Context: an optimization exercise on an open-source flow, tuned for small area. The choices shown serve that exercise and are no tape-out recipe. At most, simulation tests tie the RTL to the original design; equivalence was not proved. For run 3, only the layout was checked, not whether the RTL still works. Power figures rest on the tool's default switching activity, not on a simulated workload.

## design/flow/flow/run.sh

```bash
#!/bin/bash
# Standard ORFS layout with three changes:
#  - after the standard synthesis, the combinational logic between the (unchanged) registers
#    is mapped again by ABC (half adders of the address incrementer are kept) with an area-oriented script (flow/abc_area.script), tried with
#    several random seeds; the smallest result that Yosys proves equivalent to the standard
#    netlist replaces it;
#  - port buffers use the smallest buffer cell;
#  - the clock tree uses small clock buffers and no dummy loads;
#  - constant outputs share one tie cell.
set -euo pipefail
W=$PWD
R=$W/orfs/results/sky130hd/pwroff_engine/base
LIB=$FLOW_HOME/platforms/sky130hd/lib/sky130_fd_sc_hd__tt_025C_1v80.lib
export BUFFER_PORTS_ARGS="-buffer_cell sky130_fd_sc_hd__buf_1"
export SKIP_REPAIR_TIE_FANOUT=1
export CTS_ARGS="-sink_clustering_enable -repair_clock_nets -buf_list sky130_fd_sc_hd__clkbuf_8 -root_buf sky130_fd_sc_hd__clkbuf_8 -dont_use_dummy_load -sink_buffer_max_cap_derate 0.5"

# 1. standard synthesis
bash standard.sh "$R/1_2_yosys.v" > make_synth.log 2>&1
cp "$R/1_2_yosys.v" "$R/1_2_yosys_std.v"

# 2. remap the combinational logic; registers and tie cells are kept as they are
DU=$(sed 's/^/-dont_use /' flow/dont_use.txt | tr '\n' ' ')
mkdir -p resynth
remap() {
  local s=$1
  sed "s/@SEED@/$s/" flow/abc_area.script > resynth/abc_$s.script
  cat > resynth/remap_$s.ys <<EOS
read_liberty -ignore_miss_func $LIB
blackbox sky130_fd_sc_hd__*df* sky130_fd_sc_hd__conb_1
read_verilog $R/1_2_yosys_std.v
read_verilog -lib $W/flow/ha_keep.v
hierarchy -top $FLOW_TOP
select -set hak w:base %co1:+[A,B] t:sky130_fd_sc_hd__ha_1 %i
chtype -set ha_keep @hak
flatten
delete t:\$scopeinfo
opt_clean
techmap
opt -fast
abc -liberty $LIB $DU -script $W/resynth/abc_$s.script
opt_clean -purge
chtype -set sky130_fd_sc_hd__ha_1 t:ha_keep
read_liberty -lib -ignore_redef $LIB
check -assert
tee -o $W/resynth/stat_$s.txt stat -liberty $LIB
write_verilog -noattr -noexpr -nohex -nodec $W/resynth/net_$s.v
EOS
  yosys -s resynth/remap_$s.ys > resynth/remap_$s.log 2>&1 || rm -f resynth/net_$s.v
}
for s in 1 2 3 4; do remap $s & done; wait
for s in 5 6 7 8; do remap $s & done; wait

# candidates, smallest first
: > resynth/areas.txt
for s in 1 2 3 4 5 6 7 8; do
  if [[ -f resynth/net_$s.v ]]; then
    a=$(awk '/Chip area/ {print $NF}' resynth/stat_$s.txt | tail -1)
    echo "$a $s" >> resynth/areas.txt
  fi
done
sort -g resynth/areas.txt -o resynth/areas.txt
used=none
while read -r a s; do
  cat > resynth/equiv_$s.ys <<EOS
read_liberty -ignore_miss_func $LIB
read_verilog $R/1_2_yosys_std.v
rename $FLOW_TOP gold
read_verilog $W/resynth/net_$s.v
rename $FLOW_TOP gate
flatten
delete t:\$scopeinfo
opt_clean
equiv_make gold gate eq
hierarchy -top eq
equiv_simple -seq 2
equiv_induct
equiv_status -assert
EOS
  if yosys -s resynth/equiv_$s.ys > resynth/equiv_$s.log 2>&1; then
    cp resynth/net_$s.v "$R/1_2_yosys.v"
    used=$s
    break
  fi
done < resynth/areas.txt
echo "remapped netlist used: seed $used" > resynth/used.txt

# 3. the rest of the standard flow
bash standard.sh > make_finish.log 2>&1
```

## design/flow/flow/abc_area.script

```
strash
&get -n
&deepsyn -T 25 -S @SEED@
&put
dch -f
amap
topo
```

## design/flow/flow/dont_use.txt

```
sky130_fd_sc_hd__probe_p_8
sky130_fd_sc_hd__probec_p_8
sky130_fd_sc_hd__lpflow_bleeder_1
sky130_fd_sc_hd__lpflow_clkbufkapwr_1
sky130_fd_sc_hd__lpflow_clkbufkapwr_16
sky130_fd_sc_hd__lpflow_clkbufkapwr_2
sky130_fd_sc_hd__lpflow_clkbufkapwr_4
sky130_fd_sc_hd__lpflow_clkbufkapwr_8
sky130_fd_sc_hd__lpflow_clkinvkapwr_1
sky130_fd_sc_hd__lpflow_clkinvkapwr_16
sky130_fd_sc_hd__lpflow_clkinvkapwr_2
sky130_fd_sc_hd__lpflow_clkinvkapwr_4
sky130_fd_sc_hd__lpflow_clkinvkapwr_8
sky130_fd_sc_hd__lpflow_decapkapwr_12
sky130_fd_sc_hd__lpflow_decapkapwr_3
sky130_fd_sc_hd__lpflow_decapkapwr_4
sky130_fd_sc_hd__lpflow_decapkapwr_6
sky130_fd_sc_hd__lpflow_decapkapwr_8
sky130_fd_sc_hd__lpflow_inputiso0n_1
sky130_fd_sc_hd__lpflow_inputiso0p_1
sky130_fd_sc_hd__lpflow_inputiso1n_1
sky130_fd_sc_hd__lpflow_inputiso1p_1
sky130_fd_sc_hd__lpflow_inputisolatch_1
sky130_fd_sc_hd__lpflow_isobufsrc_1
sky130_fd_sc_hd__lpflow_isobufsrc_16
sky130_fd_sc_hd__lpflow_isobufsrc_2
sky130_fd_sc_hd__lpflow_isobufsrc_4
sky130_fd_sc_hd__lpflow_isobufsrc_8
sky130_fd_sc_hd__lpflow_isobufsrckapwr_16
sky130_fd_sc_hd__lpflow_lsbuf_lh_hl_isowell_tap_1
sky130_fd_sc_hd__lpflow_lsbuf_lh_hl_isowell_tap_2
sky130_fd_sc_hd__lpflow_lsbuf_lh_hl_isowell_tap_4
sky130_fd_sc_hd__lpflow_lsbuf_lh_isowell_4
sky130_fd_sc_hd__lpflow_lsbuf_lh_isowell_tap_1
sky130_fd_sc_hd__lpflow_lsbuf_lh_isowell_tap_2
sky130_fd_sc_hd__lpflow_lsbuf_lh_isowell_tap_4
sky130_fd_sc_hd__fill_1
sky130_fd_sc_hd__fill_2
sky130_fd_sc_hd__fill_4
sky130_fd_sc_hd__fill_8
```

## design/flow/flow/ha_keep.v

```verilog
// stand-in for the half adders kept through remapping
(* blackbox *)
module ha_keep(input A, input B, output COUT, output SUM);
endmodule
```

## design/flow/standard.sh

```bash
#!/bin/bash
# synth_recipe.tcl (not shown) runs the flow's synth.tcl, then flattens the netlist and writes it again
# the make line also repeats each setting of config.mk as NAME=value (left out here)
make -C /OpenROAD-flow-scripts/flow DESIGN_CONFIG=/design/flow/config.mk WORK_HOME=/design/flow/orfs CLKGATE_MAP_FILE= SYNTH_SCRIPT=/design/flow/synth_recipe.tcl "${@:-finish}"
```

## design/flow/config.mk

```make
export PLATFORM = sky130hd
export DESIGN_NAME = pwroff_engine
export DESIGN_NICKNAME = pwroff_engine
export VERILOG_FILES = /design/flow/design.v
export SDC_FILE = /design/flow/constraint.sdc
export NUM_CORES = 4
export LEC_CHECK = 0
export CAP_MARGIN = 20
export CORE_MARGIN = 2
export CORE_UTILIZATION = 40
export SLEW_MARGIN = 20
```

## design/flow/constraint.sdc

```tcl
create_clock -name core_clock -period 20.0 [get_ports {clk}]
set_input_delay 4.0000 -clock core_clock [delete_from_list [all_inputs] [get_ports {clk}]]
set_output_delay 4.0000 -clock core_clock [all_outputs]
set_load 0.01 [all_outputs]
```

## design/flow/design.v

```verilog
module pwroff_engine (
    input  wire        clk,
    input  wire        rst_n,         
    input  wire [31:0] base,
    input  wire [31:0] tick_rate,
    input  wire        trig_valid,
    input  wire [7:0]  trig_reason,
    output wire        ret_valid,
    output wire        ret_handled,
    input  wire        ret_ready,
    output wire        bus_valid,
    output wire        bus_write,
    output wire [31:0] bus_addr,
    output wire [7:0]  bus_wdata,
    input  wire        bus_ready,
    input  wire [7:0]  bus_rdata,
    output wire        slp_valid,
    output wire [6:0]  slp_units,
    input  wire        slp_ready,
    output wire        diag_valid,
    output wire [7:0]  diag_code,
    output wire [31:0] diag_data,
    input  wire        diag_ready,
    output wire [31:0] status
);
    localparam [3:0] S_IDLE         = 4'd0;
    localparam [3:0] S_CFG          = 4'd1;
    localparam [3:0] S_TX_POLL      = 4'd2;
    localparam [3:0] S_TX_WRITE     = 4'd3;
    localparam [3:0] S_RX_POLL      = 4'd4;
    localparam [3:0] S_RX_SLEEP     = 4'd5;
    localparam [3:0] S_RX_DATA      = 4'd6;
    localparam [3:0] S_DIAG_SHORT   = 4'd7;
    localparam [3:0] S_SETTLE_FLUSH = 4'd8;
    localparam [3:0] S_DIAG_CSUM    = 4'd9;
    localparam [3:0] S_DIAG_NAK     = 4'd10;
    localparam [3:0] S_POST_OK      = 4'd11;
    localparam [3:0] S_DIAG_EXH     = 4'd12;
    localparam [3:0] S_EXH_SLEEP    = 4'd13;
    localparam [3:0] S_RETURN       = 4'd14;
    localparam [3:0] S_DONE         = 4'd15;
    reg  [3:0]  st;
    reg  [5:0]  n;          
    reg  [3:0]  k;          
    reg  [1:0]  cmd;
    reg  [1:0]  att;
    reg  [2:0]  fail;       
    reg         fault;
    reg         nh;         
    reg         fl;         
    reg  [31:0] rb;
    wire [7:0] r0 = rb[7:0];
    wire [7:0] r1 = rb[15:8];
    wire [7:0] r2 = rb[23:16];
    wire [7:0] r3 = rb[31:24];
    function [5:0] inc6(input [5:0] a);
        integer i;
        reg c;
        begin
            c = 1'b1;
            for (i = 0; i < 6; i = i + 1) begin
                inc6[i] = a[i] ^ c;
                c = c & a[i];
            end
        end
    endfunction
    function [3:0] inc4(input [3:0] a);
        integer i;
        reg c;
        begin
            c = 1'b1;
            for (i = 0; i < 4; i = i + 1) begin
                inc4[i] = a[i] ^ c;
                c = c & a[i];
            end
        end
    endfunction
    wire s_cfg   = (st == S_CFG);
    wire s_rxp   = (st == S_RX_POLL);
    wire s_rxd   = (st == S_RX_DATA);
    wire s_short = (st == S_DIAG_SHORT);
    wire s_csum  = (st == S_DIAG_CSUM);
    wire s_nak   = (st == S_DIAG_NAK);
    wire s_ret   = (st == S_RETURN);
    wire bus_st  = s_cfg || (st == S_TX_POLL) || (st == S_TX_WRITE) || s_rxp || s_rxd;
    wire slp_st  = (st == S_RX_SLEEP) || (st == S_SETTLE_FLUSH) ||
                   (st == S_POST_OK) || (st == S_EXH_SLEEP);
    wire diag_st = s_short || s_csum || s_nak || (st == S_DIAG_EXH);
    wire cfg_rdy  = n[5] && n[4] && n[3];
    wire busy_bus = (s_cfg && !cfg_rdy) || (s_rxd && !k[3]);
    wire busy_dg  = (s_short || s_csum || s_nak) && !n[5];
    assign bus_valid  = bus_st && !busy_bus;
    assign slp_valid  = slp_st;
    assign diag_valid = diag_st && !busy_dg;
    assign ret_valid  = s_ret || nh;
    assign ret_handled = !nh;
    assign bus_write = st[0];
    reg [2:0] ridx;
    always @(*) begin
        case (st)
            S_CFG:
                case (n[2:0])
                    3'd0: ridx = 3'd3;    
                    3'd1: ridx = 3'd0;    
                    3'd2: ridx = 3'd1;    
                    3'd3: ridx = 3'd3;    
                    3'd4: ridx = 3'd1;    
                    3'd5: ridx = 3'd2;    
                    default: ridx = 3'd4;  
                endcase
            S_TX_POLL, S_RX_POLL: ridx = 3'd5;    
            default: ridx = 3'd0;                 
        endcase
    end
    reg [29:0] asum;
    reg        ac;
    integer ai;
    always @(*) begin
        ac = 1'b0;
        for (ai = 0; ai < 3; ai = ai + 1) begin
            asum[ai] = base[ai + 2] ^ ridx[ai] ^ ac;
            ac = (base[ai + 2] & ridx[ai]) | (ac & (base[ai + 2] ^ ridx[ai]));
        end
        for (ai = 3; ai < 30; ai = ai + 1) begin
            asum[ai] = base[ai + 2] ^ ac;
            ac = ac & base[ai + 2];
        end
    end
    assign bus_addr = {asum, 2'b00};
    wire [7:0] qbyte = {r3[0], r3[1], r3[2], r3[3], r3[4], r3[5], r3[6], r3[7]};
    reg [8:0] dinc;
    integer di;
    always @(*) begin
        dinc[8] = fl;
        for (di = 0; di < 8; di = di + 1) begin
            dinc[di] = qbyte[di] ^ dinc[8];
            dinc[8]  = dinc[8] & qbyte[di];
        end
    end
    reg [7:0] wd;
    always @(*) begin
        wd = 8'h00;
        if (s_cfg) begin
            case (n[2:0])
                3'd0: wd = 8'h83;
                3'd1, 3'd2: wd = dinc[7:0];
                3'd3: wd = 8'h1B;
                3'd5: wd = 8'h07;
                default: wd = 8'h00;
            endcase
        end else if (fl) begin
            wd = 8'hFF;
        end else begin
            case (cmd)
                2'd0:
                    case (n[1:0])
                        2'd0: wd = 8'h01;
                        2'd1: wd = 8'h35;
                        2'd2: wd = 8'h00;
                        default: wd = 8'hCA;
                    endcase
                2'd1:
                    case (n[1:0])
                        2'd0: wd = 8'h00;
                        2'd1: wd = 8'h0C;
                        default: wd = 8'hF4;
                    endcase
                default:
                    case (n[1:0])
                        2'd0: wd = 8'h00;
                        2'd1: wd = 8'h06;
                        default: wd = 8'hFA;
                    endcase
            endcase
        end
    end
    assign bus_wdata = wd;
    wire u1   = !st[3];
    wire u100 = !st[0];
    wire u10  = st[3] && st[0];
    assign slp_units = {u100, u100, 1'b0, u10, u100, u10, u1};
    assign diag_code = {5'd0, st[3] && st[2], st[3] && !st[2],
                        !st[3] || (st[1] && !st[0])};
    assign diag_data = {rb[31:2],
                        rb[1:0] | (st[3] ? 2'b00 : k[1:0]) | ((st[3] && st[2]) ? cmd : 2'b00)};
    wire ended2 = st[3] && st[2] && st[1];
    wire ended1 = cmd[1] || ended2;
    wire ended0 = cmd[1] || cmd[0] || ended2;
    wire [1:0] res0 = ended0 ? {fail[0], !fail[0]} : 2'b00;
    wire [1:0] res1 = ended1 ? {fail[1], !fail[1]} : 2'b00;
    wire [1:0] res2 = ended2 ? {fail[2], !fail[2]} : 2'b00;
    wire [2:0] cfg_j = (st == S_IDLE) ? 3'd0 : s_cfg ? n[2:0] : 3'd7;
    assign status = {fault, 6'd0, fault, 4'd0, res2, res1, res0,
                     2'b00, att, cmd, 1'b0, cfg_j, st};
    wire step = (bus_valid && bus_ready) || (slp_valid && slp_ready) ||
                (diag_valid && diag_ready) || (s_ret && ret_ready);
    wire       ge   = r0[7] | (r0[6] & (r0[5] | r0[4] | (r0[3] & (r0[2] | (r0[1] & r0[0])))));
    reg  [6:0] rsub;
    reg        rc;
    integer ri;
    always @(*) begin
        rc = 1'b0;
        for (ri = 0; ri < 7; ri = ri + 1) begin
            rsub[ri] = r0[ri] ^ ((7'd53 >> ri) & 1'b1) ^ rc;
            rc = (r0[ri] & ((7'd53 >> ri) & 1'b1)) | (rc & (r0[ri] ^ ((7'd53 >> ri) & 1'b1)));
        end
    end
    wire       xb   = tick_rate[~n[4:0]];
    wire [2:0] csum_s = {2'b00, rb[0]} + {2'b00, rb[8]} + {2'b00, rb[16]} + {2'b00, rb[24]} +
                        {1'b0, k[1:0]};
    wire [7:0] ack1   = cmd[1] ? 8'h06 : cmd[0] ? 8'h0C : 8'h35;
    wire       ack_ok = (r3 == 8'h01) && (r0 == ack1) && (r1 == 8'h00);
    wire reason_ok = (trig_reason == 8'h01) || (trig_reason == 8'h02);
    wire tx_last = fl ? (n == 6'd39) : (cmd == 2'd0) ? (n[1:0] == 2'd3) : (n[1:0] == 2'd2);
    wire rx_done = step && ((s_rxp && !bus_rdata[0] && k == 4'd10) ||
                            (s_rxd && n == 6'd39));
    wire div_run = s_cfg && n[5] && (!n[4] && (!n[3] || !n[2] || !k[0]) ||
                                      n[4] && !n[3] && !n[2] && !k[0]);
    wire chk_run = s_csum && n[5:3] == 3'd0;                         
    wire rot_run = s_csum && !n[5] && (n != 6'd8 || fl);             
    wire clr_run = ((s_short || s_nak || s_cfg) && !n[5]) || (s_rxd && !k[3]);   
    wire rx_load = step && s_rxd && !fl && n[5:2] == 4'd0;
    wire sh      = rot_run || clr_run;
    wire sin     = div_run ? ge : rot_run ? rb[0] : 1'b0;
    wire       mv     = sh || div_run;
    wire       r3_ld  = rx_load;
    wire       r3_sh  = mv && !rx_load;
    wire       r3_hd  = !mv && !rx_load;
    wire       r0_dv  = div_run;
    wire       r0_sh  = sh;
    wire       r0_hd  = !mv;
    wire [7:0] r3_nx  = ({8{r3_ld}} & bus_rdata) | ({8{r3_sh}} & {sin, rb[31:25]}) | ({8{r3_hd}} & r3);
    wire [7:0] r0_nx  = ({8{r0_dv}} & {ge ? rsub : r0[6:0], xb}) | ({8{r0_sh}} & rb[8:1]) | ({8{r0_hd}} & r0);
    always @(posedge clk) begin
        rb[31:24] <= r3_nx;
        rb[7:0]   <= r0_nx;
        if (mv)
            rb[23:8] <= rb[24:9];
    end
    always @(posedge clk) begin
        if (!rst_n) begin
            st    <= S_IDLE;
            cmd   <= 2'd0;
            att   <= 2'd0;
            fault <= 1'b0;
            nh    <= 1'b0;
        end else begin
            if (nh && ret_ready)
                nh <= 1'b0;
            case (st)
                S_CFG:
                    if (!cfg_rdy) begin
                        n <= inc6(n);
                        if (n == 6'd52) begin
                            fl <= ge;
                            n  <= 6'd56;
                        end
                        if (k[0] && n == 6'd44)
                            n <= 6'd58;
                    end
                S_RX_DATA:
                    if (!k[3]) begin
                        k <= inc4(k);
                        if (k == 4'd7) begin
                            k  <= 4'd1;
                            st <= S_RX_POLL;
                        end
                    end
                S_DIAG_CSUM:
                    if (!n[5]) begin
                        n <= inc6(n);
                        if (chk_run) begin
                            k[1:0] <= csum_s[2:1];
                            fl     <= fl | csum_s[0];
                        end
                        if (n == 6'd8 && !fl) begin
                            n <= 6'd0;
                            if (ack_ok)
                                st <= S_POST_OK;
                            else
                                st <= S_DIAG_NAK;
                        end
                    end
                S_DIAG_SHORT, S_DIAG_NAK:
                    if (!n[5])
                        n <= inc6(n);
                default: ;
            endcase
            if ((st == S_IDLE || st == S_DONE) && trig_valid && !fault) begin
                if (!reason_ok) begin
                    nh <= 1'b1;
                end else if (st == S_DONE) begin
                    fault <= 1'b1;
                end else begin
                    st <= S_CFG;
                    n  <= 6'd0;
                    k  <= 4'd0;
                end
            end
            if (step) begin
                case (st)
                    S_CFG: begin
                        n <= inc6(n);
                        if (n[2:0] == 3'd1) begin
                            fl <= dinc[8];
                            n  <= 6'd0;
                            k  <= 4'd1;
                        end
                        if (n[2:0] == 3'd6) begin
                            cmd <= 2'd0;
                            att <= 2'd1;
                            fl  <= 1'b0;
                            n   <= 6'd0;
                            st  <= S_TX_POLL;
                        end
                    end
                    S_TX_POLL:
                        if (bus_rdata[5])
                            st <= S_TX_WRITE;
                    S_TX_WRITE: begin
                        n <= inc6(n);
                        if (tx_last) begin
                            if (!fl) begin
                                n  <= 6'd0;
                                k  <= 4'd1;
                                st <= S_RX_POLL;
                            end else begin
                                st <= S_SETTLE_FLUSH;
                            end
                        end else begin
                            st <= S_TX_POLL;
                        end
                    end
                    S_RX_POLL:
                        if (bus_rdata[0]) begin
                            k  <= 4'd15;
                            st <= S_RX_DATA;
                        end else if (k != 4'd10) begin
                            st <= S_RX_SLEEP;
                        end
                    S_RX_SLEEP: begin
                        k  <= inc4(k);
                        st <= S_RX_POLL;
                    end
                    S_RX_DATA: begin
                        n <= inc6(n);
                        if (rx_load && n[1:0] != 2'd3) begin
                            k <= 4'd0;
                        end else begin
                            k  <= 4'd1;
                            st <= S_RX_POLL;
                        end
                    end
                    S_DIAG_SHORT: begin
                        fl <= 1'b1;
                        n  <= 6'd0;
                        st <= S_TX_POLL;
                    end
                    S_SETTLE_FLUSH: begin
                        n  <= 6'd0;
                        k  <= 4'd1;
                        st <= S_RX_POLL;
                    end
                    S_DIAG_CSUM: begin
                        n  <= 6'd0;
                        st <= S_DIAG_NAK;
                    end
                    S_DIAG_NAK: begin
                        if (att != 2'd3) begin
                            att <= {att[1] ^ att[0], !att[0]};
                            fl  <= 1'b0;
                            n   <= 6'd0;
                            st  <= S_TX_POLL;
                        end else begin
                            st <= S_DIAG_EXH;
                        end
                    end
                    S_POST_OK, S_EXH_SLEEP: begin
                        fail[cmd] <= st[2];
                        if (cmd != 2'd2) begin
                            cmd <= {cmd[0], !cmd[0]};
                            att <= 2'd1;
                            fl  <= 1'b0;
                            n   <= 6'd0;
                            st  <= S_TX_POLL;
                        end else begin
                            st <= S_RETURN;
                        end
                    end
                    S_DIAG_EXH: st <= S_EXH_SLEEP;
                    S_RETURN: st <= S_DONE;
                    default: ;
                endcase
                if (rx_done) begin
                    if (fl) begin
                        if (att != 2'd3) begin
                            att <= {att[1] ^ att[0], !att[0]};
                            fl  <= 1'b0;
                            n   <= 6'd0;
                            st  <= S_TX_POLL;
                        end else begin
                            st <= S_DIAG_EXH;
                        end
                    end else if (n[5:2] == 4'd0) begin
                        k  <= {2'b00, n[1:0]};
                        n  <= 6'd0;
                        st <= S_DIAG_SHORT;
                    end else begin
                        k  <= 4'd0;
                        n  <= 6'd0;
                        st <= S_DIAG_CSUM;
                    end
                end
            end
        end
    end
endmodule
```

==> flow_summary_export.csv, run 1 <==
group,metric,value,unit
outcome,status,"no timing/DRC/antenna violations",
floorplanning,start_util,0.411,
sta,clock.fmax,71.5,MHz
finish,fill_cells,1023,
setup_path,r2r-end,"n[4]$_DFFE_PP_",
grt,grt.overflow.total,0,
clock_network,cts_inserted_buffers,5,
finish,synthToLayoutAreaGrowth,23.2,%
pwr,powerDensity,108,mW/mm²
placement,port_buffers,176,
routing,dr.pass1.iters,5,
finish,seq_area,0.00142,mm²
finish,finish.instance_area,0.00492,mm²
synthesis,netlist_area,0.00400,mm²
grt,antenna_found_initial,0,
routing,dr.first_iter.drc_count,436,
sta,setup_viol,0,
clock_network,cts_hold_buffers,0,
sta,rsz0062_at_grt,"no",
clock_network,clkSlewWorstSetupHoldPaths,100,ps
sta,relSlewSlack,0.329,
grt,grt_max_degree,23,
finish,diodes,0,
finish,final_cell_mix,"buf_1, nor2_1, clkinv_1, o21ai_0, a21oi_1",
finish,final_cells,842,
hold_path,hold_path_depth,0,
setup_path,critPathMaxStageDelay,200,ps
setup_path,worstPathArrival,9990,ps
synthesis,syn_inst,524,
routing,drtAntennaViolNets,0,
clock_network,post-cts-setup-buffers,0,
floorplanning,pin_count,212,
clock_network,cts.htree.levels,2,
grt,grt_usage,0.269,
sta,timing.setup.tns,0,ps
synthesis,avgSynthCellArea,7.63,µm²
placement,dp_hpwl,12.3,mm
clock_network,cts_max_path_buffers,2,
setup_path,cp_data_required_time,16000,ps
setup_path,slowest_stage,"ha_1",
routing,drc,0,
placement,place_congestion,0.968,
flow_run,drv.max_cap_violation_count,0,
sta,finalCritPeriodShare,0.700,
sta,fin_crit,13990,ps
placement,placed_area,0.00485,mm²
finish,mostFrequentLayoutCell,"buf_1",
clock_network,clk_latency,330,ps
setup_path,critPathCaptureType,"primary output",
sta,hold_violations,0,
floorplanning,rows,36,
clock_network,cts_tree,"yes",
clock_network,cts-root-buf,"clkbuf_8",
hold_path,hold_class,"reg -> reg",
routing,drt-total-wl,15.1,mm
setup_path,crit_type,"in -> out",
placement,place_inst,837,
synthesis,synth_warnings,1,
floorplanning,die_area,0.0108,mm²
setup_path,r2r_slack,14410,ps
sta,drv_slew,0,
grt,grt_pass1_wl,23.2,mm
routing,vias_per_cell,5.67,
floorplanning,dieHeight,104,µm
setup_path,rr_worst_depth,20,
routing,wl_per_cell,17.9,µm
routing,vias,4777,
finish,drive_gt1_frac,0.0127,
floorplanning,die_w,104,µm
setup_path,r2r-start,"st[1]$_SDFF_PN0_",
finish,fin_nets,825,
clock_network,cts_resized,0,
sta,skew,26.9,ps
sta,hold_ws,460,ps
sta,worst_slew_pin_slew,1000,ps
hold_path,hp-start,"rb[17]$_DFFE_PP_",
finish,multi_input_area,0.00228,mm²
pwr,p_leak,1.66,nW
synthesis,syn_nets,638,
floorplanning,fp.coreArea,0.00973,mm²
setup_path,worstSetupStartpointType,"primary input",
grt,grt_pass1_vias,4273,
pwr,ir_worst_vdd,0.0528,mV
setup_path,cpMostUsedCell,"ha_1",
finish,utilization,0.506,
clock_network,clkSinkCount,56,
hold_path,worst_hold_path.endpoint,"rb[16]$_DFFE_PP_",
setup_path,cp_max_fo,3,
layer usage:
layer  part of all wire  GRT usage  vias to the layer above
met1               0.44      0.377                     2192
met5                  0          0                        -
li1                   -          -                     2304
met3              0.087     0.0426                       20
met2               0.45      0.428                      261
met4              0.022     0.0811                        0
area by class of cell:
cell class / count / area share
sequential: 56 / 0.289
inverter: 79 / 0.0602
multi-input combinational: 389 / 0.463
clock buffer: 5 / 0.0140
tap: 133 / 0.0338
timing repair buffer: 180 / 0.140
critical path, delay by kind of cell:
kind | cells | cell delay (ps)
fa+ha+maj | 27 | 4920
buf+inv | 2 | 240
compound gates | 5 | 660
simple gates | 2 | 190
flip-flops by register name (all words and copies together) (netlist names):
signal,cells
cmd,2
k,4
n,6
nh,1
att,2
rb,32
st,4
fail,3
fl,1
fault,1
per-stage QoR:
step / total power, mW / worst slack [ps]
finish: 0.529 / 6010
global route: 0.567 / 5470
CTS: 0.526 / 5960
detailed placement: 0.466 / 5980
global placement: 0.465 / 6050
floorplan: 0.369 / 6470
power by group:
group | switching, mW | total, mW | internal [mW]
Combinational | 0.188 | 0.279 | 0.0910
Clock | 0.0378 | 0.0606 | 0.0228
Sequential | 0.0357 | 0.190 | 0.154
Total | 0.262 | 0.529 | 0.268
how the worst max path moves through the flow:
stage / from / endpoint
after floorplan: base[2] / bus_addr[31]
after global placement: base[2] / bus_addr[31]
after detailed placement: base[2] / bus_addr[31]
after CTS: base[2] / bus_addr[31]
after global routing: base[2] / bus_addr[31]
final: base[2] / bus_addr[31]
==> run 2: changes to the inputs <==
==> design/flow/flow/run.sh (replaced) <==
#!/bin/bash
# Standard ORFS layout with three changes:
#  - after the standard synthesis, the combinational logic between the (unchanged) registers
#    is mapped again by ABC (half adders of the address incrementer are kept) with an area-oriented script (flow/abc_area.script), tried with
#    several random seeds; the smallest result that Yosys proves equivalent to the standard
#    netlist replaces it;
#  - port buffers use the smallest buffer cell;
#  - the clock tree uses 8x clock buffers and no dummy loads;
#  - constant outputs share one tie cell.
set -euo pipefail
W=$PWD
R=$W/orfs/results/sky130hd/pwroff_engine/base
LIB=$FLOW_HOME/platforms/sky130hd/lib/sky130_fd_sc_hd__tt_025C_1v80.lib
export BUFFER_PORTS_ARGS="-buffer_cell sky130_fd_sc_hd__buf_1"
export SKIP_REPAIR_TIE_FANOUT=1
export CTS_ARGS="-sink_clustering_enable -repair_clock_nets -buf_list sky130_fd_sc_hd__clkbuf_8 -root_buf sky130_fd_sc_hd__clkbuf_8 -dont_use_dummy_load"

# 1. standard synthesis
bash standard.sh "$R/1_2_yosys.v" > make_synth.log 2>&1
cp "$R/1_2_yosys.v" "$R/1_2_yosys_std.v"

# 2. remap the combinational logic; registers and tie cells are kept as they are
DU=$(sed 's/^/-dont_use /' flow/dont_use.txt | tr '\n' ' ')
: # work files of the remapping go to rs_* in this folder
remap() {
  local s=$1
  sed "s/@SEED@/$s/; s/@SEED2@/$((s + 50))/" flow/abc_area.script > rs_abc_$s.script
  cat > rs_remap_$s.ys <<EOS
read_liberty -ignore_miss_func $LIB
blackbox sky130_fd_sc_hd__*df* sky130_fd_sc_hd__conb_1
read_verilog $R/1_2_yosys_std.v
read_verilog -lib $W/flow/ha_keep.v
hierarchy -top $FLOW_TOP
select -set hak w:base %co1:+[A,B] t:sky130_fd_sc_hd__ha_1 %i
chtype -set ha_keep @hak
flatten
delete t:\$scopeinfo
opt_clean
techmap
opt -fast
abc -liberty $LIB $DU -script $W/rs_abc_$s.script
opt_clean -purge
chtype -set sky130_fd_sc_hd__ha_1 t:ha_keep
read_liberty -lib -ignore_redef $LIB
check -assert
tee -o $W/rs_stat_$s.txt stat -liberty $LIB
write_verilog -noattr -noexpr -nohex -nodec $W/rs_net_$s.v
EOS
  yosys -s rs_remap_$s.ys > rs_remap_$s.log 2>&1 || rm -f rs_net_$s.v
}
for s in 1 2 3 4; do remap $s & done; wait
for s in 5 6 7 8; do remap $s & done; wait

# candidates, smallest first
: > rs_areas.txt
for s in 1 2 3 4 5 6 7 8; do
  if [[ -f rs_net_$s.v ]]; then
    a=$(awk '/Chip area/ {print $NF}' rs_stat_$s.txt | tail -1)
    echo "$a $s" >> rs_areas.txt
  fi
done
sort -g rs_areas.txt -o rs_areas.txt
used=none
while read -r a s; do
  cat > rs_equiv_$s.ys <<EOS
read_liberty -ignore_miss_func $LIB
read_verilog $R/1_2_yosys_std.v
rename $FLOW_TOP gold
read_verilog $W/rs_net_$s.v
rename $FLOW_TOP gate
flatten
delete t:\$scopeinfo
opt_clean
equiv_make gold gate eq
hierarchy -top eq
equiv_simple -seq 2
equiv_induct
equiv_status -assert
EOS
  if yosys -s rs_equiv_$s.ys > rs_equiv_$s.log 2>&1; then
    cp rs_net_$s.v "$R/1_2_yosys.v"
    used=$s
    break
  fi
done < rs_areas.txt
echo "remapped netlist used: seed $used" > rs_used.txt

# 3. the rest of the standard flow
bash standard.sh > make_finish.log 2>&1
==> design/flow/flow/abc_area.script (replaced) <==
strash
&get -n
&deepsyn -T 20 -S @SEED@
&put
dch -f
amap
strash
&get -n
&deepsyn -T 15 -S @SEED2@
&put
dch -f
amap
topo
==> flow_summary_export.csv, run 2 <==
group,metric,value,unit
pwr,p_leak,1.71,nW
finish,utilization,0.506,
clock_network,cts.htree.levels,2,
setup_path,critPathCaptureType,"primary output",
clock_network,cts_tree,"yes",
floorplanning,rows,36,
sta,fin_crit,13890,ps
pwr,ir_worst_vdd,0.0536,mV
placement,port_buffers,176,
placement,dp_hpwl,11.9,mm
finish,final_cell_mix,"buf_1, nor2_1, clkinv_1, o21ai_0, nand2_1",
sta,finalCritPeriodShare,0.694,
finish,mostFrequentLayoutCell,"buf_1",
placement,place_congestion,0.907,
sta,hold_violations,0,
sta,drv_slew,0,
routing,vias,4846,
clock_network,clkSinkCount,56,
synthesis,syn_inst,529,
grt,antenna_found_initial,0,
setup_path,cpMostUsedCell,"ha_1",
routing,drtAntennaViolNets,0,
setup_path,critPathMaxStageDelay,250,ps
setup_path,worstSetupStartpointType,"primary input",
clock_network,cts_max_path_buffers,2,
grt,grt_pass1_wl,23.1,mm
hold_path,hold_class,"reg -> reg",
clock_network,clk_latency,340,ps
synthesis,synth_warnings,1,
finish,finish.instance_area,0.00492,mm²
synthesis,syn_nets,643,
pwr,p_clk_frac,0.107,
setup_path,cp_max_fo,3,
grt,grt.overflow.total,0,
finish,largest-register,"rb",
clock_network,cts_resized,0,
outcome,status,"no timing/DRC/antenna violations",
clock_network,cts_hold_buffers,0,
floorplanning,start_util,0.412,
pwr,powerDensity,113,mW/mm²
clock_network,clkSlewWorstSetupHoldPaths,120,ps
sta,setup_viol,0,
synthesis,avgSynthCellArea,7.57,µm²
sta,timing.setup.tns,0,ps
finish,largestRegisters,"rb x32, n x6",
finish,drive_gt1_frac,0.0112,
sta,clock.fmax,72.0,MHz
routing,dr.first_iter.drc_count,340,
finish,diodes,0,
pwr,switching_share,0.498,
setup_path,path_buf_inv,2,
finish,fin_nets,829,
placement,placed_area,0.00486,mm²
floorplanning,dieHeight,104,µm
grt,grt_pass1_vias,4529,
grt,grt_max_degree,31,
sta,rsz0062_at_grt,"no",
finish,synthToLayoutAreaGrowth,22.9,%
pwr,power_frac_comb,0.539,
finish,largest_register_ffs,32,
pwr,p_int,278,µW
sta,worst_slew_pin_slew,1020,ps
floorplanning,fp.coreArea,0.00973,mm²
pwr,p_seq_frac,0.354,
synthesis,netlist_area,0.00401,mm²
setup_path,worstPathArrival,9890,ps
floorplanning,die_area,0.0108,mm²
sta,skew,37.7,ps
setup_path,crit_type,"in -> out",
routing,drt-total-wl,14.7,mm
clock_network,cts-root-buf,"clkbuf_8",
clock_network,post-cts-setup-buffers,0,
clock_network,cts_inserted_buffers,5,
pwr,power.switching,276,µW
setup_path,path_delay_family,"adder cells",
routing,drc,0,
routing,wl_per_cell,17.4,µm
routing,vias_per_cell,5.73,
floorplanning,pin_count,212,
flow_run,drv.max_cap_violation_count,0,
routing,dr.pass1.iters,6,
setup_path,cp_data_required_time,16000,ps
setup_path,slowest_stage,"a22oi_1",
floorplanning,die_w,104,µm
grt,grt_usage,0.264,
sta,relSlewSlack,0.311,
-- run 2: cell count changes in the layout (fill, tap and decap cells not counted), moves of 3 or more --
cell and delta:
or4_1 +3, nand3_1 +4, o32a_1 +3, o21ai_0 +8, nand2_1 +5, o221ai_1 -5, or2_0 -5, o22ai_1 -5
a31o_1 +3, a221oi_1 +4
-- run 2: layout make-up --
type	instances	area (µm²)
Tap cell	133	166
Sequential cell	56	1420
Fill cell	1006	4800
Inverter	81	304
Timing Repair Buffer	179	683
Multi-Input combinational cell	392	2280
Clock buffer	5	68.8
-- run 2: per-layer routing --
layer  part of all wire  track usage  up-vias
li1                   -            -     2333
met1               0.41        0.327     2242
met2               0.49        0.466      239
met3              0.073       0.0514       32
met4              0.020       0.0792        0
met5                  0            0        -
-- run 2: through the flow --
stage               setup WS, ps  power [mW]  hold slack, ps  std cells
global route                5750       0.599             448        846
floorplan                   6660       0.388             493        529
CTS                         6100       0.552             438        846
detailed placement          6130       0.493             434        841
finish                      6110       0.554             438        846
global placement            6310       0.492             442        841
-- run 2: worst paths after layout --
kind / startpoint / endpoint / slack, ps / depth (start not counted)
worst max-delay path: base[2] / bus_addr[31] / 6110 / 34
worst max register to register: st[0]$_SDFF_PN0_ / n[5]$_DFFE_PP_ / 15230 / 16
worst min register to register: rb[17]$_DFFE_PP_ / rb[16]$_DFFE_PP_ / 440 / 0
worst min-delay path: rb[17]$_DFFE_PP_ / rb[16]$_DFFE_PP_ / 440 / 0
-- run 2: power by group through the flow --
stage	combinational, mW	clock, mW	sequential, mW
after CTS	0.296	0.0603	0.196
after global routing	0.332	0.0646	0.202
after floorplan	0.193	0	0.195
after detailed placement	0.295	0	0.198
after global placement	0.293	0	0.198
final	0.299	0.0595	0.196
==> run 3: changes to the inputs <==
--- a/design/flow/design.v
+++ b/design/flow/design.v
@@ -127,7 +127,8 @@
         end
     end
     assign bus_addr = {asum, 2'b00};
-    wire [7:0] qbyte = {r3[0], r3[1], r3[2], r3[3], r3[4], r3[5], r3[6], r3[7]};
+    wire [7:0] qbyte = n[0] ? {r3[0], r3[1], r3[2], r3[3], r3[4], r3[5], r3[6], r3[7]}
+                            : {r2[0], r2[1], r2[2], r2[3], r2[4], r2[5], r2[6], r2[7]};
     reg [8:0] dinc;
     integer di;
     always @(*) begin
@@ -214,8 +215,7 @@
     wire tx_last = fl ? (n == 6'd39) : (cmd == 2'd0) ? (n[1:0] == 2'd3) : (n[1:0] == 2'd2);
     wire rx_done = step && ((s_rxp && !bus_rdata[0] && k == 4'd10) ||
                             (s_rxd && n == 6'd39));
-    wire div_run = s_cfg && n[5] && (!n[4] && (!n[3] || !n[2] || !k[0]) ||
-                                      n[4] && !n[3] && !n[2] && !k[0]);
+    wire div_run = s_cfg && n[5] && (n[4:0] < 5'd20);                
     wire chk_run = s_csum && n[5:3] == 3'd0;                         
     wire rot_run = s_csum && !n[5] && (n != 6'd8 || fl);             
     wire clr_run = ((s_short || s_nak || s_cfg) && !n[5]) || (s_rxd && !k[3]);   
@@ -255,8 +255,6 @@
                             fl <= ge;
                             n  <= 6'd56;
                         end
-                        if (k[0] && n == 6'd44)
-                            n <= 6'd58;
                     end
                 S_RX_DATA:
                     if (!k[3]) begin
@@ -294,18 +292,14 @@
                 end else begin
                     st <= S_CFG;
                     n  <= 6'd0;
-                    k  <= 4'd0;
                 end
             end
             if (step) begin
                 case (st)
                     S_CFG: begin
                         n <= inc6(n);
-                        if (n[2:0] == 3'd1) begin
+                        if (n[2:0] == 3'd1)
                             fl <= dinc[8];
-                            n  <= 6'd0;
-                            k  <= 4'd1;
-                        end
                         if (n[2:0] == 3'd6) begin
                             cmd <= 2'd0;
                             att <= 2'd1;
==> flow_summary_export.csv, run 3 <==
group,metric,value,unit
clock_network,post-cts-setup-buffers,0,
sta,worst_slew_pin_slew,1030,ps
setup_path,cpMostUsedCell,"ha_1",
clock_network,cts_resized,0,
floorplanning,dieHeight,104,µm
placement,place_congestion,0.919,
setup_path,crit_type,"in -> out",
setup_path,cp_max_fo,3,
synthesis,synth_warnings,1,
sta,clock.fmax,72.6,MHz
finish,largestRegisters,"rb x32, n x6",
floorplanning,fp.coreArea,0.00977,mm²
finish,largest-register,"rb",
finish,fin_nets,839,
pwr,p_int,305,µW
hold_path,hold_class,"reg -> reg",
setup_path,r2r-start,"st[3]$_SDFF_PN0_",
clock_network,cts_tree,"yes",
outcome,status,"no timing/DRC/antenna violations",
routing,drc,0,
synthesis,syn_inst,540,
sta,timing.final.ws_setup,6230,ps
setup_path,worstSetupStartpointType,"primary input",
setup_path,cp_data_required_time,16000,ps
pwr,p_seq_frac,0.333,
pwr,p_clk_frac,0.093,
grt,grt.overflow.total,0,
sta,drv_slew,0,
setup_path,slowest_stage,"ha_1",
grt,grt_usage,0.269,
routing,dr.pass1.iters,5,
floorplanning,die_w,104,µm
clock_network,cts_inserted_buffers,5,
grt,grt_max_degree,27,
sta,finalCritPeriodShare,0.689,
grt,grt_pass1_wl,23.6,mm
finish,fill_cells,1073,
pwr,powerDensity,128,mW/mm²
setup_path,critPathMaxStageDelay,210,ps
clock_network,cts_max_path_buffers,2,
setup_path,worstPathArrival,9770,ps
synthesis,syn_nets,654,
finish,largest_register_ffs,32,
grt,grt_pass1_vias,4573,
finish,mostFrequentLayoutCell,"buf_1",
synthesis,avgSynthCellArea,7.48,µm²
setup_path,critPathCaptureType,"primary output",
clock_network,clk_latency,310,ps
clock_network,cts.htree.levels,2,
clock_network,cts-root-buf,"clkbuf_8",
placement,dp_hpwl,11.7,mm
setup_path,endpoint,"bus_addr[31]",
grt,antenna_found_initial,0,
routing,wl_per_cell,17.4,µm
floorplanning,rows,36,
sta,hold_violations,0,
finish,final_cell_mix,"buf_1, nor2_1, clkinv_1, o21ai_0, nand2_1",
clock_network,clkSlewWorstSetupHoldPaths,100,ps
setup_path,r2r_slack,14650,ps
clock_network,clkSinkCount,56,
setup_path,rr_worst_depth,18,
sta,setup_viol,0,
placement,port_buffers,176,
placement,pre_cts_ws,6200,ps
pwr,ir_worst_vdd,0.0653,mV
clock_network,cts_hold_buffers,0,
flow_run,drv.max_cap_violation_count,0,
sta,timing.setup.tns,0,ps
pwr,power_frac_comb,0.574,
finish,drive_gt1_frac,0.0111,
synthesis,netlist_area,0.00404,mm²
pwr,switching_share,0.520,
finish,synthToLayoutAreaGrowth,22.7,%
routing,dr.first_iter.drc_count,372,
routing,vias_per_cell,5.66,
pwr,power.switching,330,µW
finish,diodes,0,
sta,fin_crit,13770,ps
floorplanning,die_area,0.0109,mm²
routing,vias,4849,
floorplanning,pin_count,212,
sta,skew,18.7,ps
routing,drt-total-wl,14.9,mm
sta,relSlewSlack,0.306,
sta,rsz0062_at_grt,"no",
setup_path,crit_start,"base[2]",
floorplanning,start_util,0.413,
routing,drtAntennaViolNets,0,
setup_path,r2r-end,"rb[26]$_DFF_P_",
pwr,p_leak,1.70,nW
## run 3: area by class of cell
| cell class | instances | area, µm² | area share |
|---|---|---|---|
| multi-input combinational | 412 | 2350 | 0.475 |
| timing repair buffer | 178 | 676 | 0.136 |
| clock buffer | 5 | 68.8 | 0.0139 |
| tap | 133 | 166 | 0.0336 |
| inverter | 72 | 270 | 0.0545 |
| sequential | 56 | 1420 | 0.287 |
## run 3: worst min-delay path by stage
stage / start / to / slack [ps] / depth (start not counted)
2_1_floorplan: att[1]$_SDFFE_PN0N_ / att[1]$_SDFFE_PN0N_ / 490 / 2
3_3_place_gp: rb[15]$_DFFE_PP_ / rb[14]$_DFFE_PP_ / 470 / 0
3_5_place_dp: rb[14]$_DFFE_PP_ / rb[13]$_DFFE_PP_ / 470 / 0
4_1_cts: att[1]$_SDFFE_PN0N_ / att[1]$_SDFFE_PN0N_ / 500 / 2
5_1_grt: rb[14]$_DFFE_PP_ / rb[13]$_DFFE_PP_ / 510 / 0
6_report: att[1]$_SDFFE_PN0N_ / att[1]$_SDFFE_PN0N_ / 490 / 2
## run 3: per-stage QoR
stage	area [µm²]	utilization	instances	power (mW)	hold WS, ps
after floorplan	4040	-	540	0.447	486
after global placement	4890	0.500	851	0.567	468
after detailed placement	4890	0.500	851	0.571	474
after CTS	4950	0.507	856	0.630	499
after global routing	4950	0.507	856	0.687	509
final	4950	0.507	856	0.635	493
## run 3: power groups by stage
stage	Clock, mW	Sequential (mW)	Combinational (mW)
global route	0.0636	0.217	0.406
global placement	0	0.213	0.354
floorplan	0	0.208	0.239
detailed placement	0	0.213	0.358
finish	0.0590	0.211	0.364
CTS	0.0603	0.211	0.359
## run 3: critical path, delay by kind of cell
family,cells,cell delay [ps]
AOI/OAI and AO/OA,4,580
adders and majority gates,27,4860
buffers and inverters,2,240
and+or+nand+nor,1,80
## run 3: metal layers
metal	up-vias	wire [µm]	track usage
li1	2368	-	-
met1	2227	6360	0.359
met2	230	7140	0.457
met3	24	1120	0.0382
met4	0	268	0.0676
met5	-	0	0
==> run 4: changes to the inputs <==
--- a/design/flow/design.v
+++ b/design/flow/design.v
@@ -127,8 +127,7 @@
         end
     end
     assign bus_addr = {asum, 2'b00};
-    wire [7:0] qbyte = n[0] ? {r3[0], r3[1], r3[2], r3[3], r3[4], r3[5], r3[6], r3[7]}
-                            : {r2[0], r2[1], r2[2], r2[3], r2[4], r2[5], r2[6], r2[7]};
+    wire [7:0] qbyte = {r3[0], r3[1], r3[2], r3[3], r3[4], r3[5], r3[6], r3[7]};
     reg [8:0] dinc;
     integer di;
     always @(*) begin
@@ -213,9 +212,10 @@
     wire       ack_ok = (r3 == 8'h01) && (r0 == ack1) && (r1 == 8'h00);
     wire reason_ok = (trig_reason == 8'h01) || (trig_reason == 8'h02);
     wire tx_last = fl ? (n == 6'd39) : (cmd == 2'd0) ? (n[1:0] == 2'd3) : (n[1:0] == 2'd2);
-    wire rx_done = step && ((s_rxp && !bus_rdata[0] && k == 4'd10) ||
+    wire rx_done = step && ((s_rxp && !bus_rdata[0] && k == 4'd9) ||
                             (s_rxd && n == 6'd39));
-    wire div_run = s_cfg && n[5] && (n[4:0] < 5'd20);                
+    wire div_run = s_cfg && n[5] && (!n[4] && (!n[3] || !n[2] || !k[0]) ||
+                                      n[4] && !n[3] && !n[2] && !k[0]);
     wire chk_run = s_csum && n[5:3] == 3'd0;                         
     wire rot_run = s_csum && !n[5] && (n != 6'd8 || fl);             
     wire clr_run = ((s_short || s_nak || s_cfg) && !n[5]) || (s_rxd && !k[3]);   
@@ -255,12 +255,14 @@
                             fl <= ge;
                             n  <= 6'd56;
                         end
+                        if (k[0] && n == 6'd44)
+                            n <= 6'd58;
                     end
                 S_RX_DATA:
                     if (!k[3]) begin
                         k <= inc4(k);
                         if (k == 4'd7) begin
-                            k  <= 4'd1;
+                            k  <= 4'd0;
                             st <= S_RX_POLL;
                         end
                     end
@@ -292,14 +294,18 @@
                 end else begin
                     st <= S_CFG;
                     n  <= 6'd0;
+                    k  <= 4'd0;
                 end
             end
             if (step) begin
                 case (st)
                     S_CFG: begin
                         n <= inc6(n);
-                        if (n[2:0] == 3'd1)
+                        if (n[2:0] == 3'd1) begin
                             fl <= dinc[8];
+                            n  <= 6'd0;
+                            k  <= 4'd1;
+                        end
                         if (n[2:0] == 3'd6) begin
                             cmd <= 2'd0;
                             att <= 2'd1;
@@ -316,7 +322,7 @@
                         if (tx_last) begin
                             if (!fl) begin
                                 n  <= 6'd0;
-                                k  <= 4'd1;
+                                k  <= 4'd0;
                                 st <= S_RX_POLL;
                             end else begin
                                 st <= S_SETTLE_FLUSH;
@@ -329,7 +335,7 @@
                         if (bus_rdata[0]) begin
                             k  <= 4'd15;
                             st <= S_RX_DATA;
-                        end else if (k != 4'd10) begin
+                        end else if (k != 4'd9) begin
                             st <= S_RX_SLEEP;
                         end
                     S_RX_SLEEP: begin
@@ -338,12 +344,9 @@
                     end
                     S_RX_DATA: begin
                         n <= inc6(n);
-                        if (rx_load && n[1:0] != 2'd3) begin
-                            k <= 4'd0;
-                        end else begin
-                            k  <= 4'd1;
+                        k <= 4'd0;
+                        if (!rx_load || n[1:0] == 2'd3)
                             st <= S_RX_POLL;
-                        end
                     end
                     S_DIAG_SHORT: begin
                         fl <= 1'b1;
@@ -352,7 +355,7 @@
                     end
                     S_SETTLE_FLUSH: begin
                         n  <= 6'd0;
-                        k  <= 4'd1;
+                        k  <= 4'd0;
                         st <= S_RX_POLL;
                     end
                     S_DIAG_CSUM: begin
--- a/design/flow/flow/run.sh
+++ b/design/flow/flow/run.sh
@@ -13,7 +13,7 @@
 LIB=$FLOW_HOME/platforms/sky130hd/lib/sky130_fd_sc_hd__tt_025C_1v80.lib
 export BUFFER_PORTS_ARGS="-buffer_cell sky130_fd_sc_hd__buf_1"
 export SKIP_REPAIR_TIE_FANOUT=1
-export CTS_ARGS="-sink_clustering_enable -repair_clock_nets -buf_list sky130_fd_sc_hd__clkbuf_8 -root_buf sky130_fd_sc_hd__clkbuf_8 -dont_use_dummy_load"
+export CTS_ARGS="-sink_clustering_enable -repair_clock_nets -buf_list sky130_fd_sc_hd__clkbuf_16 -root_buf sky130_fd_sc_hd__clkbuf_8 -dont_use_dummy_load"
 
 # 1. standard synthesis
 bash standard.sh "$R/1_2_yosys.v" > make_synth.log 2>&1
==> design/flow/flow/abc_area.script (replaced) <==
strash
&get -n
&deepsyn -T 20 -S @SEED@
&put
dch -f
amap
strash
&get -n
&deepsyn -T 10 -S @SEED2@
&put
dch -f
amap
topo
==> flow_summary_export.csv, run 4 <==
group,metric,value,unit
flow_run,drv.max_cap_violation_count,0,
pwr,p_int,313,µW
pwr,ir_worst_vdd,0.0716,mV
synthesis,avgSynthCellArea,7.68,µm²
grt,grt_pass1_wl,23.6,mm
grt,grt.overflow.total,0,
grt,grt_max_degree,29,
clock_network,cts_max_path_buffers,2,
clock_network,cts.htree.levels,2,
sta,drv_slew,0,
grt,grt_pass1_vias,4367,
clock_network,clk_latency,330,ps
routing,dr.first_iter.drc_count,333,
finish,largest-register,"rb",
clock_network,post-cts-setup-buffers,0,
setup_path,path_delay_family,"adder cells",
sta,worst_slew_pin_slew,958,ps
hold_path,hold_path_depth,0,
floorplanning,die_area,0.0107,mm²
finish,synthToLayoutAreaGrowth,23.3,%
pwr,power_frac_comb,0.548,
setup_path,worstSetupStartpointType,"primary input",
hold_path,hp-start,"rb[18]$_DFFE_PP_",
sta,fin_crit,13870,ps
outcome,status,"no timing/DRC/antenna violations",
pwr,p_leak,1.69,nW
clock_network,clkSlewWorstSetupHoldPaths,90,ps
hold_path,worst_hold_path.endpoint,"rb[17]$_DFFE_PP_",
routing,wl_per_cell,18.4,µm
floorplanning,start_util,0.409,
grt,antenna_found_initial,0,
pwr,powerDensity,133,mW/mm²
setup_path,r2r_slack,14140,ps
finish,diodes,0,
routing,vias,4752,
sta,timing.setup.tns,0,ps
finish,mostFrequentLayoutCell,"buf_1",
finish,finish.instance_area,0.00489,mm²
grt,grt_usage,0.277,
setup_path,cp_max_fo,3,
sta,clock.fmax,72.1,MHz
finish,final_cell_mix,"buf_1, nor2_1, clkinv_1, nand2_1, a21oi_1",
synthesis,netlist_area,0.00397,mm²
sta,rsz0062_at_grt,"no",
sta,skew,21.8,ps
setup_path,cpMostUsedCell,"ha_1",
clock_network,cts_inserted_buffers,5,
pwr,total_power,652,µW
floorplanning,fp.coreArea,0.00968,mm²
clock_network,cts-root-buf,"clkbuf_8",
sta,hold_violations,0,
routing,drt-total-wl,15.4,mm
setup_path,rr_worst_depth,17,
finish,largestRegisters,"rb x32, n x6",
pwr,power.switching,339,µW
routing,drtAntennaViolNets,0,
pwr,p_clk_frac,0.094,
synthesis,syn_inst,516,
pwr,p_seq_frac,0.358,
clock_network,cts_resized,0,
sta,relSlewSlack,0.359,
placement,placed_area,0.00482,mm²
setup_path,path_buf_inv,2,
finish,largest_register_ffs,32,
floorplanning,pin_count,212,
clock_network,cts_tree,"yes",
setup_path,r2r-end,"n[5]$_DFFE_PP_",
finish,utilization,0.505,
synthesis,synth_warnings,1,
clock_network,cts_hold_buffers,0,
routing,drc,0,
placement,port_buffers,176,
synthesis,syn_nets,630,
routing,vias_per_cell,5.70,
finish,fin_nets,816,
setup_path,cp_data_required_time,16000,ps
setup_path,r2r-start,"st[3]$_SDFF_PN0_",
hold_path,hold_class,"reg -> reg",
floorplanning,dieHeight,104,µm
placement,place_congestion,0.935,
pwr,switching_share,0.520,
placement,dp_hpwl,12.1,mm
finish,drive_gt1_frac,0.0129,
floorplanning,rows,36,
sta,finalCritPeriodShare,0.693,
setup_path,critPathCaptureType,"primary output",
clock_network,clkSinkCount,56,
setup_path,slowest_stage,"a22oi_1",
routing,dr.pass1.iters,5,
floorplanning,die_w,104,µm
setup_path,critPathMaxStageDelay,280,ps
sta,setup_viol,0,
setup_path,crit_type,"in -> out",
setup_path,worstPathArrival,9870,ps
[run 4: worst reg2reg max path, stage by stage (launching register included)]
cell and delay [ps]:
dfxtp_1 620, clkinv_1 340, nor2_1 390, clkinv_1 140, a221oi_1 470, or3_1 200, nor2_1 70, o21ai_0 570
nand2_1 150, a2111oi_0 670, nand2_1 110, nand2_1 350, clkinv_1 370, o21ai_0 260, nand2_1 180, a21oi_1 410
clkinv_1 120, o32ai_1 240
[run 4: layout make-up]
class	count	area [µm²]
well taps	133	166
multi-input cells	390	2290
fillers	1042	4790
inverters	70	263
clock buffers	5	68.8
flip-flops and latches	56	1420
repair buffers	179	683
[run 4: worst max-delay path by stage]
stage / from / to / cells after the start
2_1_floorplan: base[2] / bus_addr[31] / 32
3_3_place_gp: base[2] / bus_addr[31] / 34
3_5_place_dp: base[2] / bus_addr[31] / 34
4_1_cts: base[2] / bus_addr[31] / 34
5_1_grt: base[2] / bus_addr[31] / 34
6_report: base[2] / bus_addr[31] / 34
[run 4: per-layer routing]
| metal | wire length, µm | track usage |
|---|---|---|
| met1 | 6620 | 0.377 |
| met2 | 7060 | 0.453 |
| met3 | 1300 | 0.0422 |
| met4 | 374 | 0.0936 |
| met5 | 0 | 0 |
[run 4: stage by stage]
step	hold slack (ps)	worst slack, ps	instances
final	457	6130	833
after global routing	467	5740	833
after CTS	457	6060	833
after detailed placement	435	6090	828
after global placement	427	6150	828
after floorplan	499	6640	516
[run 4: power groups by stage]
stage / Combinational (mW) / Clock [mW] / Sequential (mW)
after floorplan: 0.220 / 0 / 0.229
after global placement: 0.347 / 0 / 0.233
after detailed placement: 0.351 / 0 / 0.234
after CTS: 0.352 / 0.0622 / 0.232
after global routing: 0.394 / 0.0662 / 0.240
final: 0.357 / 0.0614 / 0.233
==> run 5: changes to the inputs <==
--- a/design/flow/flow/run.sh
+++ b/design/flow/flow/run.sh
@@ -13,7 +13,7 @@
 LIB=$FLOW_HOME/platforms/sky130hd/lib/sky130_fd_sc_hd__tt_025C_1v80.lib
 export BUFFER_PORTS_ARGS="-buffer_cell sky130_fd_sc_hd__buf_1"
 export SKIP_REPAIR_TIE_FANOUT=1
-export CTS_ARGS="-sink_clustering_enable -repair_clock_nets -buf_list sky130_fd_sc_hd__clkbuf_16 -root_buf sky130_fd_sc_hd__clkbuf_8 -dont_use_dummy_load"
+export CTS_ARGS="-sink_clustering_enable -repair_clock_nets -buf_list sky130_fd_sc_hd__clkbuf_8 -root_buf sky130_fd_sc_hd__clkbuf_8 -dont_use_dummy_load"
 
 # 1. standard synthesis
 bash standard.sh "$R/1_2_yosys.v" > make_synth.log 2>&1
--- a/design/flow/config.mk
+++ b/design/flow/config.mk
@@ -7,5 +7,6 @@
 export LEC_CHECK = 0
 export CAP_MARGIN = 20
 export CORE_MARGIN = 2
-export CORE_UTILIZATION = 40
+export CORE_UTILIZATION = 60
+export PLACE_DENSITY = 0.85
 export SLEW_MARGIN = 20
==> flow_summary_export.csv, run 5 <==
group,metric,value,unit
outcome,status,"no timing/DRC/antenna violations",
routing,drtAntennaViolNets,0,
setup_path,r2r_slack,15140,ps
setup_path,worstPathArrival,9850,ps
floorplanning,dieHeight,85.3,µm
synthesis,avgSynthCellArea,7.56,µm²
setup_path,rr_worst_depth,21,
clock_network,cts_tree,"yes",
synthesis,syn_inst,524,
finish,largest-register,"rb",
grt,grtUsageMet1,0.500,
setup_path,cp_data_required_time,16000,ps
synthesis,syn_nets,638,
finish,fin_nets,821,
finish,drive_gt1_frac,0.00709,
floorplanning,rows,29,
finish,largest_register_ffs,32,
grt,grt.overflow.total,0,
pwr,p_leak,1.66,nW
placement,place_congestion,1.00,
pwr,switching_share,0.530,
pwr,p_int,315,µW
finish,multi_input_area,0.00226,mm²
grt,top_usage_layer,"met2",
grt,grt_pass1_vias,4660,
placement,dp_hpwl,11.2,mm
setup_path,r2r-end,"k[1]$_DFFE_PP_",
clock_network,cts_max_path_buffers,2,
finish,diodes,0,
pwr,ir_worst_vdd,0.140,mV
sta,relSlewSlack,0.367,
sta,drv_slew,0,
clock_network,cts_inserted_buffers,5,
sta,finalCritPeriodShare,0.692,
grt,grt_util_met3,0.0564,
sta,rsz0062_at_grt,"no",
hold_path,hold_path_depth,0,
sta,hold_violations,0,
grt,grtUsageMet2,0.651,
setup_path,crit_type,"in -> out",
setup_path,r2r-start,"st[1]$_SDFF_PN0_",
finish,final_cell_mix,"buf_1, nor2_1, clkinv_1, o21ai_0, nand2_1",
finish,fill_cells,526,
setup_path,critPathCaptureType,"primary output",
routing,dr.first_iter.drc_count,617,
routing,vias,5130,
synthesis,netlist_area,0.00396,mm²
finish,largestRegisters,"rb x32, n x6",
setup_path,path_delay_family,"adder cells",
pwr,power_frac_comb,0.579,
floorplanning,pin_count,212,
setup_path,path_buf_inv,2,
clock_network,cts.htree.levels,2,
floorplanning,fp.coreArea,0.00639,mm²
pwr,total_power,669,µW
clock_network,clkSlewWorstSetupHoldPaths,100,ps
clock_network,clkSinkCount,56,
hold_path,hp-start,"rb[17]$_DFFE_PP_",
floorplanning,die_area,0.00727,mm²
routing,vias_per_cell,6.56,
placement,placed_area,0.00472,mm²
grt,grt_pass1_wl,22.5,mm
finish,synthToLayoutAreaGrowth,20.8,%
setup_path,cpMostUsedCell,"ha_1",
routing,drc,0,
sta,worst_slew_pin_slew,949,ps
clock_network,clk_latency,320,ps
pwr,power.switching,354,µW
setup_path,worstSetupStartpointType,"primary input",
grt,antenna_found_initial,0,
sta,fin_crit,13850,ps
placement,port_buffers,176,
hold_path,hold_class,"reg -> reg",
clock_network,cts-root-buf,"clkbuf_8",
sta,skew,8.04,ps
grt,grt_max_degree,25,
finish,finish.instance_area,0.00479,mm²
routing,wl_per_cell,18.5,µm
pwr,p_seq_frac,0.331,
finish,seq_area,0.00142,mm²
setup_path,slowest_stage,"a21oi_1",
setup_path,cp_max_fo,3,
floorplanning,die_w,85.3,µm
clock_network,post-cts-setup-buffers,0,
routing,dr.pass1.iters,6,
flow_run,drv.max_cap_violation_count,0,
pwr,p_clk_frac,0.090,
clock_network,cts_resized,0,
pwr,powerDensity,140,mW/mm²
routing,drt-total-wl,14.4,mm
synthesis,synth_warnings,1,
clock_network,cts_hold_buffers,0,
finish,mostFrequentLayoutCell,"buf_1",
grt,grt_usage,0.386,
setup_path,critPathMaxStageDelay,220,ps
sta,clock.fmax,72.2,MHz
floorplanning,start_util,0.620,
hold_path,worst_hold_path.endpoint,"rb[16]$_DFFE_PP_",
sta,setup_viol,0,
sta,timing.setup.tns,0,ps
## run 5: power by group through the flow
stage,Clock [mW],Combinational [mW],Sequential [mW]
global placement,0,0.359,0.219
global route,0.0628,0.422,0.226
floorplan,0,0.246,0.219
detailed placement,0,0.371,0.221
finish,0.0604,0.387,0.222
CTS,0.0582,0.374,0.219
## run 5: layout make-up
cell class                      count  share of cell area
Multi-Input combinational cell    393               0.472
Sequential cell                    56               0.297
Timing Repair Buffer              176               0.138
Inverter                           75              0.0588
Tap cell                           77              0.0201
Clock buffer                        5              0.0144
## run 5: through the flow
step                       util  setup slack [ps]  hold slack, ps  cells
after floorplan               -              6630             486    524
after global placement    0.739              6360             429    777
after detailed placement  0.739              6120             443    777
after CTS                 0.750              6110             469    782
after global routing      0.750              5690             480    782
final                     0.750              6150             468    782
## run 5: how the worst max path moves through the flow
stage	startpoint	endpoint	cells past startpoint
floorplan	base[2]	bus_addr[31]	32
global placement	base[2]	bus_addr[31]	34
detailed placement	base[2]	bus_addr[31]	34
CTS	base[2]	bus_addr[31]	34
global route	base[2]	bus_addr[31]	35
finish	base[2]	bus_addr[31]	34
## run 5: metal layers
layer  wire, µm  vias to the layer above
met3       1760                       74
met1       5260                     2319
li1           -                     2281
met4        570                        0
met5          0                        -
met2       6860                      456
==> run 6: changes to the inputs <==
--- a/design/flow/config.mk
+++ b/design/flow/config.mk
@@ -7,6 +7,6 @@
 export LEC_CHECK = 0
 export CAP_MARGIN = 20
 export CORE_MARGIN = 2
-export CORE_UTILIZATION = 60
-export PLACE_DENSITY = 0.85
+export CORE_UTILIZATION = 40
+export PLACE_DENSITY = 0.9
 export SLEW_MARGIN = 20
==> flow_summary_export.csv, run 6 <==
group,metric,value,unit
outcome,status,"no timing/DRC/antenna violations",
routing,vias,4878,
grt,antenna_found_initial,0,
clock_network,cts_hold_buffers,0,
hold_path,hp-start,"rb[23]$_DFFE_PP_",
grt,grt_pass1_wl,22.1,mm
routing,drc,0,
sta,drv_slew,0,
setup_path,slowest_stage,"a21oi_1",
sta,fin_crit,13800,ps
routing,vias_per_cell,5.82,
synthesis,syn_nets,638,
clock_network,cts_max_path_buffers,2,
floorplanning,die_w,104,µm
synthesis,syn_inst,524,
flow_run,drv.max_cap_violation_count,0,
pwr,powerDensity,136,mW/mm²
clock_network,cts-root-buf,"clkbuf_8",
finish,diodes,0,
finish,mostFrequentLayoutCell,"buf_1",
clock_network,cts_resized,0,
setup_path,cp_data_required_time,16000,ps
finish,final_cell_mix,"buf_1, nor2_1, clkinv_1, o21ai_0, nand2_1",
sta,finalCritPeriodShare,0.690,
clock_network,cts.htree.levels,2,
clock_network,cts_tree,"yes",
sta,setup_viol,0,
setup_path,crit_type,"in -> out",
setup_path,r2r-start,"st[1]$_SDFF_PN0_",
finish,largestRegisters,"rb x32, n x6",
finish,utilization,0.502,
grt,grt_usage,0.253,
synthesis,netlist_area,0.00396,mm²
setup_path,worstPathArrival,9800,ps
sta,relSlewSlack,0.365,
setup_path,crit_start,"base[2]",
placement,dp_hpwl,11.4,mm
synthesis,synth_warnings,1,
floorplanning,die_area,0.0107,mm²
clock_network,clkSinkCount,56,
grt,grt.overflow.total,0,
placement,place_congestion,1.04,
synthesis,avgSynthCellArea,7.56,µm²
floorplanning,dieHeight,104,µm
sta,skew,31.6,ps
clock_network,post-cts-setup-buffers,0,
setup_path,cpMostUsedCell,"ha_1",
sta,clock.fmax,72.5,MHz
finish,fin_nets,821,
clock_network,cts_inserted_buffers,5,
hold_path,hold_class,"reg -> reg",
finish,synthToLayoutAreaGrowth,22.6,%
finish,largest_register_ffs,32,
floorplanning,start_util,0.409,
pwr,p_leak,1.66,nW
finish,drive_gt1_frac,0.00709,
sta,timing.setup.tns,0,ps
clock_network,clkSlewWorstSetupHoldPaths,110,ps
setup_path,critPathCaptureType,"primary output",
sta,worst_slew_pin_slew,952,ps
floorplanning,pin_count,212,
floorplanning,rows,36,
finish,largest-register,"rb",
grt,grt_max_degree,25,
routing,dr.pass1.iters,8,
sta,rsz0062_at_grt,"no",
setup_path,worstSetupStartpointType,"primary input",
placement,port_buffers,176,
routing,dr.first_iter.drc_count,541,
grt,grt_pass1_vias,4427,
pwr,ir_worst_vdd,0.0744,mV
sta,hold_violations,0,
routing,drt-total-wl,14.3,mm
setup_path,cp_max_fo,3,
routing,wl_per_cell,17.1,µm
routing,drtAntennaViolNets,0,
floorplanning,fp.coreArea,0.00968,mm²
clock_network,clk_latency,320,ps
setup_path,critPathMaxStageDelay,210,ps
run 6: metal layers:
metal  part of all wire  global-route usage
met3               0.12              0.0371
met4              0.030              0.0927
met5                  0                   0
met1               0.40               0.339
met2               0.46               0.418
run 6: final timing paths:
check                          end  slack [ps]  cells after the start
setup / recovery      bus_addr[31]        6200                     34
hold / removal    rb[22]$_DFFE_PP_         460                      0
setup reg to reg    k[1]$_DFFE_PP_       15040                     21
hold reg to reg   rb[22]$_DFFE_PP_         460                      0
run 6: cell type report:
class                      instances  area (µm²)
fill                            1014        4830
multi-input combinational        393        2260
sequential                        56        1420
timing repair buffer             176         661
inverter                          75         282
tap                              133         166
clock buffer                       5        68.8
run 6: power breakdown:
group | internal [mW] | switching, mW
Combinational | 0.120 | 0.264
Clock | 0.0228 | 0.0361
Sequential | 0.172 | 0.0488
Total | 0.315 | 0.348
run 6: worst max-delay path, delay by kind of cell:
family | cells | cell delay [ps]
AOI/OAI and AO/OA | 4 | 530
adders and majority gates | 27 | 4900
and+or+nand+nor | 1 | 160
buffers and inverters | 2 | 230
run 6: per-stage QoR:
| stage | hold slack (ps) | total power [mW] | instances | instance area (µm²) | worst slack, ps |
|---|---|---|---|---|---|
| after floorplan | 486 | 0.465 | 524 | 3960 | 6630 |
| after global placement | 429 | 0.588 | 833 | 4790 | 6360 |
| after detailed placement | 435 | 0.596 | 833 | 4790 | 6140 |
| after CTS | 462 | 0.655 | 838 | 4860 | 6130 |
| after global routing | 475 | 0.709 | 838 | 4860 | 5800 |
| final | 461 | 0.663 | 838 | 4860 | 6200 |

==> afterwards: timing with drivers on the ports <==
Ports are ideal in the flow. The routed layouts listed here were re-timed in OpenROAD. Step 1 assumes that a clkbuf_16 drives the clock port and a buf_2 every other input. Step 2 moves the port delays by t, midway between the first and last clock arrival at a register: inputs arrive t later, outputs are due t later. That takes back most of the time a late clock gives input paths. Slacks: ideal / step 1 / step 2; pairs: ideal / step 1.
run | shift t [ns] | setup WS [ns] | cell pins on the clock port's net
run 1 | 0.354 | 6.007 / 5.978 / 5.978 | 1
run 2 | 0.349 | 6.114 / 6.093 / 6.093 | 1
run 3 | 0.338 | 6.226 / 6.206 / 6.206 | 1
run 4 | 0.357 | 6.133 / 6.108 / 6.108 | 1
run 5 | 0.343 | 6.151 / 6.128 / 6.128 | 1
run 6 | 0.339 | 6.200 / 6.180 / 6.180 | 1
After both steps setup and hold are still met in every run listed. The setup slack of run 1, which loses most, moves by -0.029 ns with the drivers and by -0.029 ns with both steps.
